This is an optimization exercise on Yosys and OpenROAD, whose aim is a short achievable clock period and few clock cycles, not a production implementation.
In this exercise RTL edits were held to simulation tests only and were not proved equivalent to the original.
No activity file was given, so power comes from the tool's default toggle rates.

==> inputs of run a <==
==> flow/design.v (excerpt) <==
module bvm_core (
    input  wire        clk,
    input  wire        rst,           
    input  wire [12:0] prog_limit,    
    input  wire [15:0] max_steps,     
    output wire        mem_req,
    output wire        mem_we,
    output wire [11:0] mem_addr,
    output wire [7:0]  mem_wdata,
    input  wire        mem_ready,
    input  wire [7:0]  mem_rdata,
    input  wire [3:0]  dbg_addr,
    output wire [7:0]  dbg_data,
    output reg  [2:0]  status,        
    output reg  [15:0] pc,
    output reg  [15:0] last_pc,
    output reg  [31:0] last_word,
    output reg  [15:0] steps,
    output reg  [16:0] fault_addr,
    output reg         dz_valid,
    output reg  [15:0] dz_pc
);
    localparam ST_RUN = 3'd0, ST_HALT = 3'd1, ST_UNK = 3'd2, ST_OOB = 3'd3, ST_CEIL = 3'd4;
    localparam K_FETCH = 1'b0, K_LOAD = 1'b1;
    localparam DIB = 5;
    localparam DTW = 10 - DIB;        
    localparam NDL = 1 << DIB;
    reg [7:0] regs [0:15];
    assign dbg_data = regs[dbg_addr];
    reg [12:0] lim;           
    reg [15:0] ms_m1;         
    reg        end_pend;      
    reg [2:0]  end_code;
    reg        rp_req, rp_kind;
    reg [11:0] rp_addr;
    reg [12:0] pf_ptr;        
    reg [3:0]  sb_mask;       
    reg [11:0] sb_addr;
    reg [7:0]  sb_v0, sb_v1;  
    reg        sb_prog;       
    reg [7:0]  cb0 [0:63];
    reg [7:0]  cb1 [0:63];
    reg [7:0]  cb2 [0:63];
    reg [7:0]  cb3 [0:63];
    reg [63:0] cv0, cv1, cv2, cv3;
    reg [3:0]  ctag [0:63];
    reg [7:0]     db0 [0:NDL-1];
    reg [7:0]     db1 [0:NDL-1];
    reg [7:0]     db2 [0:NDL-1];
    reg [7:0]     db3 [0:NDL-1];
    reg [NDL-1:0] dv0, dv1, dv2, dv3;
    reg [DTW-1:0] dtag [0:NDL-1];
    reg [1:0]  bht [0:63];
    reg        e_valid, e_after_st;
    reg [15:0] e_pc, e_npc, e_tgt;
    reg [31:0] e_word;
    reg        e_fault;
    reg [2:0]  e_fcode;
    reg [16:0] e_faddr;
    reg        e_alu, e_div, e_lui, e_auipc, e_ld, e_st, e_br, e_jal, e_jr, e_halt;
    reg [3:0]  e_op, e_ra, e_rb, e_rb2, e_rd, e_rd2;
    reg        e_useimm, e_ldw, e_jself, e_pred;
    reg [7:0]  e_imm8;
    reg [15:0] e_imm16;
    reg [1:0]  e_stn;
    reg [2:0]  e_f3;
    reg [1:0]  ld_ph;
    wire replay  = e_valid & e_after_st & sb_prog;
    wire ex_ok   = e_valid & ~end_pend & ~replay;
    wire ex_run  = ex_ok & ~e_fault;
  ...
Settings: LEC_CHECK=0, ABC_CLOCK_PERIOD_IN_PS=3000, CAP_MARGIN=20, CORE_MARGIN=2, CORE_UTILIZATION=32, SLEW_MARGIN=20; clock period 14.0 ns.
standard.sh (not shown) runs the stock make flow with config.mk's settings and CLKGATE_MAP_FILE= SYNTH_SCRIPT=/design/flow/synth_recipe.tcl, a recipe that flattens the netlist after the stock synthesis.
==> flow/flow/run.sh <==
#!/bin/bash
# Standard ORFS layout (the standard.sh), with timing repair aiming below the clock
# period. The repair before placement is skipped.
set -o pipefail
bash standard.sh SETUP_SLACK_MARGIN=6.0 REMOVE_ABC_BUFFERS=1 \
    SKIP_LAST_GASP=1 finish > layout_make.log 2>&1
==> inputs of run b, as changes to run a <==
Settings changed: CORE_UTILIZATION 32 to 40.
==> comparison table <==
metric	run b	run a
Total setup buffers inserted after CTS	532	778
Switching fraction of total power	0.258	0.262
Total inserted antenna cells	38	79
Starting Density	0.402	0.321
Routing usage on met1	0.409	0.347
Crit path largest cell delay	0.64 ns	0.59 ns
Initial antenna violation count	50	92
Fraction of area in multi-input gates	0.380	0.373
NumNets Final	20.7k	21.0k
Transition time at the pin with the least slew margin	1.53 ns	1.54 ns
Run status	complete, but fails checks	complete, but fails checks
Reasons for failing layout checks	capacitance limit, slew limit	capacitance limit, slew limit
Sequential portion of the cell area	0.447	0.435
Fill cell total of the finished layout	51.7k	68.7k
Fin crit period	8.52 ns	8.97 ns
GR Layer Usage met3	0.104	0.111
Maximum number of pins on one net before global-route repair	167	115
Clock insertion delay at the later pin of the skew report	1.14 ns	1.18 ns
Vias per inst	6.80	6.43
Max Slew Vio Count	41	18
Levels on crit path	28	29
Max Cap Violations	7	3
Worst slew margin relative to its limit	-0.0233	-0.0255
Seq. cell area	132,000 µm²	132,000 µm²
Routed metal-1 wire length	367,000 µm	399,000 µm
Slowest cell on the critical path	sky130_fd_sc_hd__mux4_2	sky130_fd_sc_hd__or4_4
Cell depth of the worst flop-to-flop path	28	29
Testbench counts of run a, summed over its fixed seeds: cycles 53,660.
Testbench counts of run b, summed over its fixed seeds: cycles 53,660.

[separate check: timing with driven ports]
In the flow no input, the clock included, has a driving cell. The finished layouts below were timed again as built, in two steps.
Step 1 assumes that a clkbuf_16 drives the clock port and a buf_2 every other input.
Step 2 adds t to the input delays and takes it off the output delays; t is the mean of the earliest and latest rising clock arrival at the registers after step 1. Input paths then give back, and output paths get back, about the clock's delay inside the block.
Three values: ideal, step 1, step 2; two values: the first two.
run	t (ns)	setup slack, ns	worst setup path at the end	slew at the worst register clock pin (ns)	worst data-port slew with drivers (ns)
run a	1.240	5.031 / 5.031 / 5.031	register to register	0.08 / 0.08	0.24
run b	1.230	5.476 / 5.476 / 4.851	input to register	0.08 / 0.08	0.21
For run b, which loses most, drivers alone change the setup slack by 0.000 ns; drivers and shift together by -0.625 ns.
